This design comes from an exercise in tuning for small area, a short achievable clock period and few clock cycles on the open sky130 flow, not from production work. Only simulation tests tie the RTL to the original design; equivalence was not proved. Power and IR drop assume default switching activity.

==> flow/design.v <==
module pic32bl_hexdec (
    input  wire [7:0] c,
    output wire       valid,
    output wire [3:0] value
);
    wire is_num = (c[7:4] == 4'h3) && (c[3:0] <= 4'd9);
    wire is_alp = (c[7:6] == 2'b01) && (c[4:3] == 2'b00) && (c[2:0] != 3'd0) &&
                  (c[2:0] != 3'd7);
    assign valid = is_num || is_alp;
    assign value = is_alp ? (c[3:0] + 4'd9) : c[3:0];
endmodule
module pic32bl_rstgate (
    input  wire        rst,
    input  wire [71:0] d0,
    output wire [71:0] q0,
    input  wire [1:0]  d1,
    output wire [1:0]  q1
);
    assign q0 = rst ? 72'd0 : d0;
    assign q1 = rst ? 2'b11 : d1;
endmodule
module pic32bl_frontend (
    input  wire        clk,
    input  wire        rst,             
    input  wire        in_valid,
    input  wire [7:0]  in_byte,
    output wire        in_ready,
    output reg         ev_valid,
    output reg  [3:0]  ev_kind,
    output reg  [31:0] ev_arg,
    output reg  [31:0] ev_data,
    output wire        idle,
    output wire [3:0]  st_state,
    output wire [15:0] st_crc,
    output wire [2:0]  st_cmd_len,
    output wire [39:0] st_cmd_buf,
    output wire        st_cmd_ovf,
    output wire [5:0]  st_line_len,
    output wire        st_line_ovf,
    output wire [31:0] st_hex_base,
    output wire [3:0]  st_resp_len,
    output wire [3:0]  st_resp_cursor,
    output wire [3:0]  st_hex_status,
    output wire [3:0]  st_fault_flags
);
    localparam [3:0] WFC = 4'd0, RC = 4'd1, RCE = 4'd2, WFH = 4'd3, WFHE = 4'd4,
                     RH = 4'd5, RHE = 4'd6, ERASING = 4'd7, SENDING = 4'd8;
    localparam [7:0] OP_CRC_RESET = 8'hA0, OP_CRC_UPDATE = 8'hA1,
                     OP_RX_BYTE = 8'hB0, OP_RX_REARM = 8'hB1, OP_HOLD_ERASE = 8'hB2,
                     OP_TX_ENCODE = 8'hC0, OP_TX_POP = 8'hC1;
    localparam [3:0] EV_CMD_READY = 4'd1, EV_HEX_ENTER = 4'd2, EV_REC_OK = 4'd3,
                     EV_REC_DISCARD = 4'd4, EV_PROG_WORD = 4'd5, EV_BASE_SET = 4'd6,
                     EV_TX_BYTE = 4'd7, EV_RESP_DONE = 4'd8, EV_FAULT = 4'd9;
    localparam [1:0] P_OP = 2'd0, P_ARG = 2'd1, P_CNT = 2'd2, P_PAY = 2'd3;
    localparam [1:0] E_NONE = 2'd0, E_WORDS = 2'd1, E_RECOK4 = 2'd2, E_DONE = 2'd3;
    localparam [2:0] A_CODE = 3'd0, A_PW0 = 3'd1, A_PWN = 3'd2, A_BASE = 3'd3;
    function [15:0] crc_update;
        input [15:0] acc;
        input [7:0]  b;
        reg   [15:0] a;
        integer k;
        begin
            a = acc ^ {b, 8'h00};
            for (k = 0; k < 8; k = k + 1)
                a = a[15] ? ({a[14:0], 1'b0} ^ 16'h1021) : {a[14:0], 1'b0};
            crc_update = a;
        end
    endfunction
    reg        sv, kv;             
    reg  [7:0] sb, kb;             
    reg        rdy_q, idle_q;      
    assign in_ready = rdy_q;
    wire accept = in_valid && rdy_q;
    reg [3:0]   state;
    reg [15:0]  crc;
    reg [2:0]   cmd_len;
    reg         cmd_ovf;
    reg [5:0]   line_len;
    reg         line_ovf;
    reg [15:0]  hb;                
    reg [3:0]   resp_len;
    reg [3:0]   resp_cursor;
    reg [2:0]   hex_status;
    reg [3:0]   fault_flags;
    reg [7:0]   bbuf [4:15];
    reg [3:0]   nib;               
    reg         dig_ok;            
    reg [7:0]   sum;               
    reg [4:0]   len5;              
    reg         len_big;           
    reg [1:0]   typ;               
    wire [15:0] r16 = ev_arg[31:16];
    reg [1:0]   pst;
    reg         is_rx;
    reg [7:0]   pay_left;
    reg [3:0]   enc_len;
    reg         enc_ovf;
    reg         esc;               
    reg [1:0]   em;
    reg [2:0]   chunk;
    assign st_state       = state;
    assign st_crc         = crc;
    assign st_cmd_len     = cmd_len;
    assign st_cmd_buf     = {ev_data[31:8], ev_arg[15:8], 8'h01};
    assign st_cmd_ovf     = cmd_ovf;
    assign st_line_len    = line_len;
    assign st_line_ovf    = line_ovf;
    assign st_hex_base    = {hb, 16'h0000};
    assign st_resp_len    = resp_len;
    assign st_resp_cursor = resp_cursor;
    assign st_hex_status  = {1'b0, hex_status};
    assign st_fault_flags = fault_flags;
    assign idle = idle_q;
    wire       hx_ok;
    wire [3:0] hx_val;
    pic32bl_hexdec u_hex (.c(sb), .valid(hx_ok), .value(hx_val));
    wire [7:0] line_byte = {nib, hx_val};
    wire [4:0] line_k    = line_len[5:1];         
    wire st_rc   = (state == RC);
    wire st_rce  = (state == RCE);
    wire st_wfh  = (state == WFH);
    wire st_wfhe = (state == WFHE);
    wire st_rh   = (state == RH);
    wire st_rhe  = (state == RHE);
    wire st_snd  = (state == SENDING);
    wire legal_enc = st_rc || (state == ERASING);
    wire b_01 = (sb == 8'h01);
    wire b_03 = (sb == 8'h03);
    wire b_04 = (sb == 8'h04);
    wire b_0a = (sb == 8'h0A);
    wire b_10 = (sb == 8'h10);
    wire b_3a = (sb == 8'h3A);
    wire special = b_01 || b_04 || b_10;
    wire [3:0] enc_next = enc_len + ((special && !esc) ? 4'd2 : 4'd1);
    wire       pay_fits = !enc_ovf && (enc_next <= 4'd7);
    wire [15:0] crc_in  = crc_update((pst == P_PAY) ? r16 : crc, sb);
    wire line_full = (line_len == 6'd44);
    wire cmd_full  = (cmd_len == 3'd5);
    wire [2:0]  n_chunks = (len5 + 5'd3) >> 2;
    reg  [31:0] pw_data;
    reg  [4:0]  pw_idx;
    integer j;
    always @* begin
        for (j = 0; j < 4; j = j + 1) begin
            pw_idx = {chunk[1:0], 2'b00} + j;
            pw_data[8*j +: 8] = (pw_idx < len5 && chunk[1:0] != 2'd0) ? bbuf[pw_idx[3:0]] : 8'hFF;
        end
    end
    reg [7:0] tx_b;
    always @* begin
        if (resp_cursor == resp_len - 4'd1)      tx_b = 8'h04;
        else if (resp_cursor == resp_len - 4'd2) tx_b = r16[7:0];
        else if (resp_cursor == resp_len - 4'd3) tx_b = r16[15:8];
        else if (resp_cursor == 4'd0)            tx_b = 8'h01;
        else case (resp_cursor[2:0])
            3'd1:    tx_b = bbuf[4];
            3'd2:    tx_b = bbuf[5];
            3'd3:    tx_b = bbuf[6];
            3'd4:    tx_b = bbuf[7];
            3'd5:    tx_b = bbuf[8];
            default: tx_b = bbuf[9];
        endcase
    end
    reg [2:0] close_code;
    always @* begin
        if (line_ovf)                                         close_code = 3'd4;
        else if (line_len < 6'd10 || line_len[0])             close_code = 3'd3;
        else if (!dig_ok)                                     close_code = 3'd1;
        else if (len_big || line_len != {len5, 1'b0} + 6'd10) close_code = 3'd3;
        else if (sum != 8'd0)                                 close_code = 3'd2;
        else                                                  close_code = 3'd0;
    end
    wire rx_quiet = st_wfh || st_wfhe ||
                    ((st_rh && !b_0a && !b_10) || st_rhe) && !line_len[0] && !line_full;
    wire quiet = (pst == P_OP)  ? (sb == OP_CRC_RESET || sb == OP_CRC_UPDATE || sb == OP_RX_BYTE) :
                 (pst == P_ARG) ? (!is_rx || rx_quiet) : 1'b0;
    wire go    = sv && !((em != E_NONE) && !quiet);
    wire do_op  = go && (pst == P_OP);
    wire do_crc = go && (pst == P_ARG) && !is_rx;
    wire do_rx  = go && (pst == P_ARG) && is_rx;
    wire do_cnt = go && (pst == P_CNT);
    wire pay_go = go && (pst == P_PAY);
    wire esc_step = pay_go && legal_enc && pay_fits && special && !esc;
    wire do_pay = pay_go && !esc_step;
    wire pay_last = (pay_left == 8'd1);
    wire line_add = do_rx && ((st_rh && !b_0a && !b_10) || st_rhe);
    wire wr_line  = line_add && !line_full && line_len[0];
    wire cmd_add  = do_rx && ((st_rc && !(b_03 && cmd_len == 3'd1) && !b_10 && !(b_04 && cmd_full)) ||
                             st_rce);
    wire wr_cmd   = cmd_add && !cmd_full;
    wire wr_resp  = pay_go && legal_enc && pay_fits;
    wire [7:0] wdata = wr_line ? (line_k == 5'd0 ? 8'hFF : line_byte) : (esc_step ? 8'h10 : sb);
    reg  [15:0] we;
    integer i;
    always @* begin
        for (i = 0; i < 16; i = i + 1)
            we[i] = (i >= 4 && wr_line && line_k == i + 4) ||
                    (i >= 4 && i < 10 && wr_resp && enc_len + 4'd3 == i);
    end
    always @(posedge clk) begin
        for (i = 4; i < 16; i = i + 1)
            if (we[i]) bbuf[i] <= wdata;
    end
    reg        e_v;
    reg [3:0]  e_kind;
    reg [7:0]  e_code;
    reg [2:0]  e_asel;
    reg        e_len;              
    reg [3:0]  n_state;
    reg [15:0] n_crc;
    reg [2:0]  n_cmd_len;
    reg        n_cmd_ovf;
    reg [5:0]  n_line_len;
    reg        n_line_ovf;
    reg [15:0] n_hb;
    reg [3:0]  n_resp_len, n_resp_cursor;
    reg [2:0]  n_hex_status;
    reg [3:0]  n_ff;
    reg [1:0]  n_pst, n_em;
    reg [2:0]  n_chunk;
    always @* begin
        e_v = 1'b0; e_kind = 4'd0; e_code = 8'd0; e_asel = A_CODE; e_len = 1'b0;
        n_state = state; n_crc = crc; n_cmd_len = cmd_len; n_cmd_ovf = cmd_ovf;
        n_line_len = line_len; n_line_ovf = line_ovf; n_hb = hb;
        n_resp_len = resp_len; n_resp_cursor = resp_cursor; n_hex_status = hex_status;
        n_ff = fault_flags; n_pst = pst; n_em = em; n_chunk = chunk;
        case (em)
            E_WORDS: if (chunk == n_chunks) begin
                e_v = 1'b1; e_kind = EV_REC_OK; e_code = 8'h00;
                n_em = E_NONE; n_chunk = 3'd0;
            end else begin
                e_v = 1'b1; e_kind = EV_PROG_WORD; e_asel = A_PWN;
                n_chunk = chunk + 3'd1;
            end
            E_RECOK4: begin
                e_v = 1'b1; e_kind = EV_REC_OK; e_code = 8'h04; n_em = E_NONE;
            end
            E_DONE: begin
                e_v = 1'b1; e_kind = EV_RESP_DONE; n_em = E_NONE;
            end
            default: ;
        endcase
        if (do_op) begin
            case (sb)
                OP_CRC_RESET:  n_crc = 16'h0000;
                OP_CRC_UPDATE, OP_RX_BYTE: n_pst = P_ARG;
                OP_TX_ENCODE:  n_pst = P_CNT;
                OP_RX_REARM: if (st_rc || st_rce) begin
                    n_state = WFC; n_crc = 16'h0000; n_cmd_len = 3'd0; n_cmd_ovf = 1'b0;
                end else begin
                    n_ff[3] = 1'b1; e_v = 1'b1; e_kind = EV_FAULT; e_code = 8'd9;
                end
                OP_HOLD_ERASE: if (st_rc) begin
                    n_state = ERASING;
                end else begin
                    n_ff[3] = 1'b1; e_v = 1'b1; e_kind = EV_FAULT; e_code = 8'd9;
                end
                OP_TX_POP: if (st_snd) begin
                    e_v = 1'b1; e_kind = EV_TX_BYTE; e_code = tx_b;
                    n_resp_cursor = resp_cursor + 4'd1;
                    if (resp_cursor + 4'd1 == resp_len) begin
                        n_state = WFC; n_crc = 16'h0000; n_cmd_len = 3'd0; n_cmd_ovf = 1'b0;
                        n_em = E_DONE;
                    end
                end else begin
                    n_ff[3] = 1'b1; e_v = 1'b1; e_kind = EV_FAULT; e_code = 8'd9;
                end
                default: begin
                    n_ff[3] = 1'b1; e_v = 1'b1; e_kind = EV_FAULT; e_code = 8'd9;
                end
            endcase
        end
        if (do_crc) begin
            n_pst = P_OP;
            n_crc = crc_in;
        end
        if (do_rx) begin
            n_pst = P_OP;
            case (state)
                WFC: if (b_01) begin
                    n_crc = 16'h1021;           
                    n_cmd_len = 3'd1;
                    n_state = RC;
                end
                RC, RCE: begin
                    n_crc = crc_in;
                    if (st_rce) begin
                        n_state = RC;
                    end else if (b_03 && cmd_len == 3'd1) begin
                        n_hb = 16'h0000; n_line_len = 6'd0; n_line_ovf = 1'b0;
                        n_state = WFH;
                        e_v = 1'b1; e_kind = EV_HEX_ENTER;
                    end else if (b_04 && !cmd_full) begin
                        e_v = 1'b1; e_kind = EV_CMD_READY; e_len = 1'b1;
                        e_code = (cmd_len == 3'd1) ? 8'h04 : ev_arg[15:8];
                    end else if (b_04) begin
                        n_ff[0] = 1'b1; e_v = 1'b1; e_kind = EV_FAULT; e_code = 8'd7;
                        n_state = WFC; n_crc = 16'h0000; n_cmd_len = 3'd0; n_cmd_ovf = 1'b0;
                    end else if (b_10) begin
                        n_state = RCE;
                    end
                    if (cmd_add) begin
                        if (cmd_full) begin
                            n_cmd_ovf = 1'b1; n_ff[0] = 1'b1;
                            e_v = 1'b1; e_kind = EV_FAULT; e_code = 8'd7;
                        end else begin
                            n_cmd_len = cmd_len + 3'd1;
                        end
                    end
                end
                WFH: if (b_3a) begin
                    n_line_len = 6'd0; n_line_ovf = 1'b0; n_state = RH;
                end else if (b_10) begin
                    n_state = WFHE;
                end
                WFHE: n_state = WFH;
                RH, RHE: begin
                    if (st_rhe) n_state = RH;
                    else if (b_10) n_state = RHE;
                    if (st_rh && b_0a) begin
                        n_state = WFH;
                        if (close_code != 3'd0) begin
                            n_hex_status = close_code;
                            e_v = 1'b1; e_kind = EV_REC_DISCARD; e_code = {5'd0, close_code};
                        end else begin
                            case (typ)
                                2'd0: begin
                                    n_hex_status = 3'd0;
                                    e_v = 1'b1;
                                    if (len5 == 5'd0) begin
                                        e_kind = EV_REC_OK; e_code = 8'h00;
                                    end else begin
                                        e_kind = EV_PROG_WORD; e_asel = A_PW0;
                                        n_em = E_WORDS; n_chunk = 3'd1;
                                    end
                                end
                                2'd2: if (len5 < 5'd2) begin
                                    n_hex_status = 3'd6;
                                    e_v = 1'b1; e_kind = EV_REC_DISCARD; e_code = 8'd6;
                                end else begin
                                    n_hb = {ev_data[7:0], ev_data[15:8]};
                                    n_hex_status = 3'd0;
                                    e_v = 1'b1; e_kind = EV_BASE_SET; e_asel = A_BASE;
                                    n_em = E_RECOK4;
                                end
                                2'd1: begin
                                    n_hex_status = 3'd0;
                                    e_v = 1'b1; e_kind = EV_REC_OK; e_code = 8'h01;
                                    n_state = WFC; n_crc = 16'h0000; n_cmd_len = 3'd0;
                                    n_cmd_ovf = 1'b0;
                                end
                                default: begin
                                    n_hex_status = 3'd5;
                                    e_v = 1'b1; e_kind = EV_REC_DISCARD; e_code = 8'd5;
                                end
                            endcase
                        end
                    end
                    if (line_add) begin
                        if (line_full) begin
                            n_line_ovf = 1'b1; n_ff[1] = 1'b1;
                            e_v = 1'b1; e_kind = EV_FAULT; e_code = 8'd4;
                        end else begin
                            n_line_len = line_len + 6'd1;
                        end
                    end
                end
                default: begin
                    n_ff[3] = 1'b1; e_v = 1'b1; e_kind = EV_FAULT; e_code = 8'd9;
                end
            endcase
        end
        if (do_cnt) begin
            if (sb == 8'h00) begin
                n_pst = P_OP;
                if (legal_enc) begin
                    n_resp_len = 4'd4; n_resp_cursor = 4'd0; n_crc = 16'h0000;
                    n_state = SENDING;
                end else begin
                    n_ff[3] = 1'b1; e_v = 1'b1; e_kind = EV_FAULT; e_code = 8'd9;
                end
            end else begin
                n_pst = P_PAY;
            end
        end
        if (do_pay && pay_last) begin
            n_pst = P_OP;
            if (!legal_enc) begin
                n_ff[3] = 1'b1; e_v = 1'b1; e_kind = EV_FAULT; e_code = 8'd9;
            end else if (!pay_fits) begin
                n_ff[2] = 1'b1; e_v = 1'b1; e_kind = EV_FAULT; e_code = 8'd8;
            end else begin
                n_resp_len = enc_next + 4'd3; n_resp_cursor = 4'd0; n_crc = crc_in;
                n_state = SENDING;
            end
        end
    end
    wire take  = !sv || (go && !esc_step);            
    wire n_sv  = take ? (kv || accept) : 1'b1;
    wire n_kv  = take ? 1'b0 : (kv || accept);
    wire n_idle = !n_sv && !n_kv && (n_pst == P_OP) && (n_em == E_NONE);
    localparam integer NR0 = 1 + 1 + 4 + 16 + 3 + 1 + 6 + 1 + 16 + 4 + 4 + 3 + 4 + 2 + 2 + 3 + 1;
    wire [NR0-1:0] r0_d = {n_sv, n_kv, n_state, n_crc, n_cmd_len, n_cmd_ovf, n_line_len,
                           n_line_ovf, n_hb, n_resp_len, n_resp_cursor, n_hex_status, n_ff,
                           n_pst, n_em, n_chunk, e_v};
    wire [NR0-1:0] r0_q;
    wire [1:0]     r1_q;
    pic32bl_rstgate u_rst (
        .rst(rst), .d0(r0_d), .q0(r0_q), .d1({!n_kv, n_idle}), .q1(r1_q)
    );
    always @(posedge clk) begin
        {sv, kv, state, crc, cmd_len, cmd_ovf, line_len, line_ovf, hb, resp_len, resp_cursor,
         hex_status, fault_flags, pst, em, chunk, ev_valid} <= r0_q;
        {rdy_q, idle_q} <= r1_q;
    end
    always @(posedge clk) begin
        if (take)
            sb <= kv ? kb : in_byte;
        if (!kv)
            kb <= in_byte;
        if (do_op)
            is_rx <= (sb == OP_RX_BYTE);
        if (do_rx && st_wfh && b_3a) begin
            dig_ok <= 1'b1;
            sum    <= 8'h00;
        end
        if (line_add && !line_full) begin
            if (!hx_ok) dig_ok <= 1'b0;
            if (!line_len[0]) begin
                nib <= hx_val;
            end else begin
                sum <= sum + line_byte;
                if (line_k == 5'd0) begin
                    len5    <= line_byte[4:0];
                    len_big <= (line_byte > 8'd16);
                end
                if (line_k == 5'd3)
                    typ <= (line_byte == 8'h00) ? 2'd0 :
                           (line_byte == 8'h01) ? 2'd1 :
                           (line_byte == 8'h04) ? 2'd2 : 2'd3;
            end
        end
        if (do_cnt) begin
            pay_left <= sb;
            enc_ovf  <= 1'b0;
            enc_len  <= 4'd1;
            esc      <= 1'b0;
        end
        if (esc_step) begin
            enc_len <= enc_len + 4'd1;
            esc     <= 1'b1;
        end
        if (do_pay) begin
            pay_left <= pay_left - 8'd1;
            esc      <= 1'b0;
            if (pay_fits) enc_len <= enc_len + 4'd1;
            else          enc_ovf <= 1'b1;
        end
        ev_kind <= e_kind;
        case (e_asel)
            A_PW0:   ev_arg <= {hb, r16};
            A_PWN:   ev_arg <= ev_arg + 32'd4;
            A_BASE:  ev_arg <= {ev_data[7:0], ev_data[15:8], 16'h0000};
            default: begin
                ev_arg[7:0] <= e_code;
                if (wr_cmd && cmd_len == 3'd1)
                    ev_arg[15:8] <= sb;
                if (wr_line && line_k == 5'd1)
                    ev_arg[31:24] <= line_byte;
                else if (wr_line && line_k == 5'd2)
                    ev_arg[23:16] <= line_byte;
                else if (do_cnt && legal_enc)
                    ev_arg[31:16] <= 16'h0000;
                else if (do_pay && legal_enc)
                    ev_arg[31:16] <= crc_in;
            end
        endcase
        for (i = 0; i < 4; i = i + 1) begin
            if (e_asel == A_PWN)
                ev_data[8*i +: 8] <= pw_data[8*i +: 8];
            else if (i == 0 && e_len)
                ev_data[7:0] <= {5'd0, cmd_len + 3'd1};
            else if ((wr_line && (line_k == 5'd0 || (line_k == i + 4 && i < len5))) ||
                     (i > 0 && wr_cmd && cmd_len == i + 1))
                ev_data[8*i +: 8] <= wdata;
        end
    end
endmodule
==> flow/flow/run.sh <==
#!/bin/bash
set -euo pipefail
export BUFFER_PORTS_ARGS="-buffer_cell sky130_fd_sc_hd__buf_1"
export SETUP_SLACK_MARGIN=18.3
bash standard.sh > standard_flow.log 2>&1
==> flow/standard.sh <==
#!/bin/bash
# synth_recipe.tcl (not shown) runs the flow's synth.tcl, then flattens the netlist and writes it again
# the make line also repeats each setting of config.mk as NAME=value (left out here)
make -C /OpenROAD-flow-scripts/flow DESIGN_CONFIG=/design/flow/config.mk WORK_HOME=/design/flow/orfs CLKGATE_MAP_FILE= SYNTH_SCRIPT=/design/flow/synth_recipe.tcl "${@:-finish}"
==> flow/config.mk <==
export PLATFORM = sky130hd
export DESIGN_NAME = pic32bl_frontend
export DESIGN_NICKNAME = pic32bl_frontend
export VERILOG_FILES = /design/flow/design.v
export SDC_FILE = /design/flow/constraint.sdc
export NUM_CORES = 4
export LEC_CHECK = 0
export CAP_MARGIN = 20
export CORE_MARGIN = 2
export CORE_UTILIZATION = 60
export CTS_CLUSTER_DIAMETER = 100
export CTS_CLUSTER_SIZE = 20
export SLEW_MARGIN = 20
export SYNTH_HIERARCHICAL = 1
export SYNTH_MINIMUM_KEEP_SIZE = 100
export TNS_END_PERCENT = 0
==> flow/constraint.sdc <==
create_clock -name core_clock -period 24.0 [get_ports {clk}]
set_input_delay 4.8000 -clock core_clock [delete_from_list [all_inputs] [get_ports {clk}]]
set_output_delay 4.8000 -clock core_clock [all_outputs]
set_load 0.01 [all_outputs]
==> run notes <==
CP max FO 2; post-synthesis mux area share 1.63%; Fin. Hold Viols 0; Mapped Area approximately 17,000 sq um; die height around 170 microns; clock-pin transition on the worst setup and hold timing paths 0.09 ns; Worst-Margin Slew 1.18 ns; crit path cell chain buf_1; worst-case reg-to-reg path depth 13; Synth area leader edfxtp_1; die width roughly 170 microns; Post-synth EDFFs 183; starting density of the core 60.6%; Nets 1,951; post-synthesis xor/xnor area fraction 5.56%; adder-cell share of the synthesized area approximately 4.4%; crit end category primary output; RSZ-0062 raised after global routing true; Rel. slew slack 20.6%; register area roughly 7700 sq um; synthesized area per cell 9.52 sq um; top cell type's share of synthesized area 32.7%; Setup Skew 0.0195 ns; Fillers 2,270; CP Depth 1; WS Path Type register to primary output; Worst Path Required 19.20 ns; clk sinks slightly below 300; Pleak 6.32 nW; Worst Setup Slack, final around 18 ns; Slew Viols, Final 0; Placement Rows 61; Yosys warnings ~70; Tot GR Track Use 38.8%; Worst path top cell family by delay flip-flops; clk latency of the worst-skew pair 0.53 ns; Main synth FF type edfxtp_1; TNS Setup 0 ns; Final min period 6.17 ns; Die ar. approximately 29,000 sq um; hold_ws 0.466 ns; Pint 0.691 mW; Routed Antenna Nets 0; most instantiated cells after synthesis edfxtp_1 (183), nor2_1 (164), nand2_1 (152), a21oi_1 (138), dfxtp_1 (107); Worst Path Arrival around 1.4 ns; main combinational cell family by area after synthesis compound AO/OA/AOI/OAI gates; vias per cell roughly 6.7; Hold Crit Class register to register; fin area 18,200 sq um; post-synth cell types 88; Comb power frac around 6%; Synth Register Bits 290; H-tree level count 1; status timing/DRC/antenna clean; Syn Inst Count 1,765; WL per Instance around 26 microns; count leader, synth edfxtp_1; Core Box Area between 20,000 and 30,000 sq um; worst vdd ir 0.0000573 V; Final Cycle Share 25.7%; post-placement setup slack 17.30 ns; Clock Tree Root clkbuf_16; simple-gate share of the synthesized area 18.1%; post-placement cell area around 17,000 sq um; fmax 162 MHz; RePlAce Congestion 0.981; post-cts hold buffer count 0; drt drc 0; area grow syn2layout 8.30%; Worst Setup Start Kind register; Boundary Pins 201; Vias approximately 15,000; CTS tree yes; Net Switching 0.213 mW; Total Wirelength just under 60 mm; total gr overflow 0; PortBufs 175; Synth area leaders edfxtp_1 (33%), dfxtp_1 (13%), ha_1 (4.2%); cts bufs inserted 18; Bufs and invs on worst path 1; multi-input logic area 8250 sq um; Clock power frac 34.9%; router iterations before antenna repair 8; Seq/Total Area, Yosys 45.5%; first-pass GRT wire length 84.8 mm; antenna violations before repair 3; max cap viols 0; fraction of layout cells with a size suffix above 1 between 8 and 9%; worst hold stages 2; final setup vio count 0; 1st-iter DRT viols 2,370; slowest stage cell, crit path edfxtp_1; pwr dens roughly 50 nW/um^2; Net Sw Frac 23.5%; Flop pwr share between 50 and 60%; number of global-route vias before repair 13,700; Post-DP HPWL 41.6 mm; pin count of the biggest net entering global routing 48; Clock Path Buffers 3; Async SR Flop Fraction 0%; max incr delay on CP 0.65 ns; post-synthesis compound-gate area fraction 18.5%
## per-stage QoR
step	std cells	power (mW)	util, %
after global routing	2271	0.926	65.7
final	2272	0.904	65.7
after global placement	2215	0.598	62.9
after CTS	2271	0.904	65.7
after detailed placement	2215	0.599	62.9
after floorplan	1788	0.581	-
## flip-flops by register name, summed over array words and instances (netlist names), 4 cells and up
name / count
nib: 4
resp_len: 4
crc: 16
line_len: 6
ev_data: 32
resp_cursor: 4
len5: 5
sb: 8
fault_flags: 4
ev_arg: 32
enc_len: 4
pay_left: 8
kb: 8
state: 4
hb: 16
sum: 8
bbuf: 96
ev_kind: 4
## layout make-up
| type | instances | share of cell area (%) |
|---|---|---|
| well taps | 378 | 2.60 |
| diodes | 1 | 0.0138 |
| repair buffers | 230 | 5.90 |
| flip-flops and latches | 290 | 42.2 |
| clock inverters | 2 | 0.151 |
| multi-input cells | 1287 | 45.3 |
| clock buffers | 29 | 2.70 |
| inverters | 55 | 1.13 |
## Yosys stat by module (local to each module, per instance)
module / area [sq um] / cells inside / flops+latches / times used
pic32bl_hexdec: 166 / 18 / 0 / 1
pic32bl_frontend: 16600 / 1747 / 290 / 1
## final timing paths
kind / start / slack (ns) / endpoint
setup reg to reg: sb[6] / 18.75 / ev_data[10]
hold / removal: fault_flags[2] / 0.47 / fault_flags[2]
hold reg to reg: fault_flags[2] / 0.47 / fault_flags[2]
setup / recovery: ev_arg[28] / 17.83 / ev_arg[28]
## power groups by stage
| stage | logic [mW] | clock network (mW) | registers (mW) |
|---|---|---|---|
| 5_1_grt | 0.0582 | 0.333 | 0.534 |
| 6_report | 0.0546 | 0.315 | 0.534 |
| 3_3_place_gp | 0.0515 | 0 | 0.546 |
| 3_5_place_dp | 0.0523 | 0 | 0.546 |
| 4_1_cts | 0.0528 | 0.318 | 0.534 |
| 2_1_floorplan | 0.0354 | 0 | 0.546 |
## layer usage
metal | track usage (%) | up-vias | share of wire, %
met1 | 53.3 | 7268 | 40
met3 | 7.48 | 169 | 11
met2 | 59.7 | 1034 | 44
li1 | - | 6685 | -
met5 | 0 | - | 0
met4 | 17.4 | 0 | 5.0
## cells in the final DEF (no fill, tap or decap), drive strengths merged, types with 12 or more instances in the layout
cell | Yosys | final
buf | 92 | 229
edfxtp | 183 | 183
nor2 | 164 | 164
nand2 | 152 | 152
a21oi | 139 | 139
dfxtp | 107 | 107
o21ai | 98 | 98
xnor2 | 58 | 58
ha | 56 | 56
inv | 54 | 55
nor3 | 55 | 55
nand3 | 53 | 53
xor2 | 46 | 46
a222oi | 37 | 37
a211oi | 31 | 31
clkbuf | 64 | 30
a22oi | 28 | 28
and3 | 27 | 27
conb | 2 | 25
a31oi | 20 | 20
nand4 | 19 | 19
nand2b | 17 | 17
nor4 | 17 | 17
or2 | 16 | 16
mux2i | 15 | 15
nor2b | 14 | 14
and2 | 14 | 14
or3 | 12 | 12
a221oi | 12 | 12
## cell families after synthesis
group                      after synthesis
and+or+nand+nor                        607
AOI/OAI and AO/OA                      466
DFF                                    290
buffers and inverters                  211
xor gates and xnor gates               105
adders and majority gates               58
muxes                                   26
other                                    2
## repair_timing
action,4_1_cts,5_1_grt
setup buffers,25,0
endpoints found under the hold margin,0,0
endpoints found under the setup margin,178,181
gates resized for setup,28,0
Testbench counts, summed over its fixed seeds: cycles 30,644.

## re-timing with driven ports
The results above use ideal ports. As a check the final layout listed here was re-extracted and re-timed, cells and wires unchanged. Step 1, drivers: a clkbuf_16 drives clk and a buf_2 each remaining input, both assumed. Step 2, shift: input delay + t, output delay - t, t = (earliest + latest rising clock arrival at the registers) / 2. This alone moves slack from input paths to output paths. a / b / c = ideal ports / drivers / drivers and shift; a / b = the first two.
t (ns): 0.574
setup WS [ns]: 17.826 / 17.773 / 17.469
worst setup path after step 2: input to register
cell pins on the clock port's net: 1
After both steps setup and hold are still met in this run. For this run, drivers alone change the setup slack by -0.053 ns; drivers and shift together by -0.357 ns.
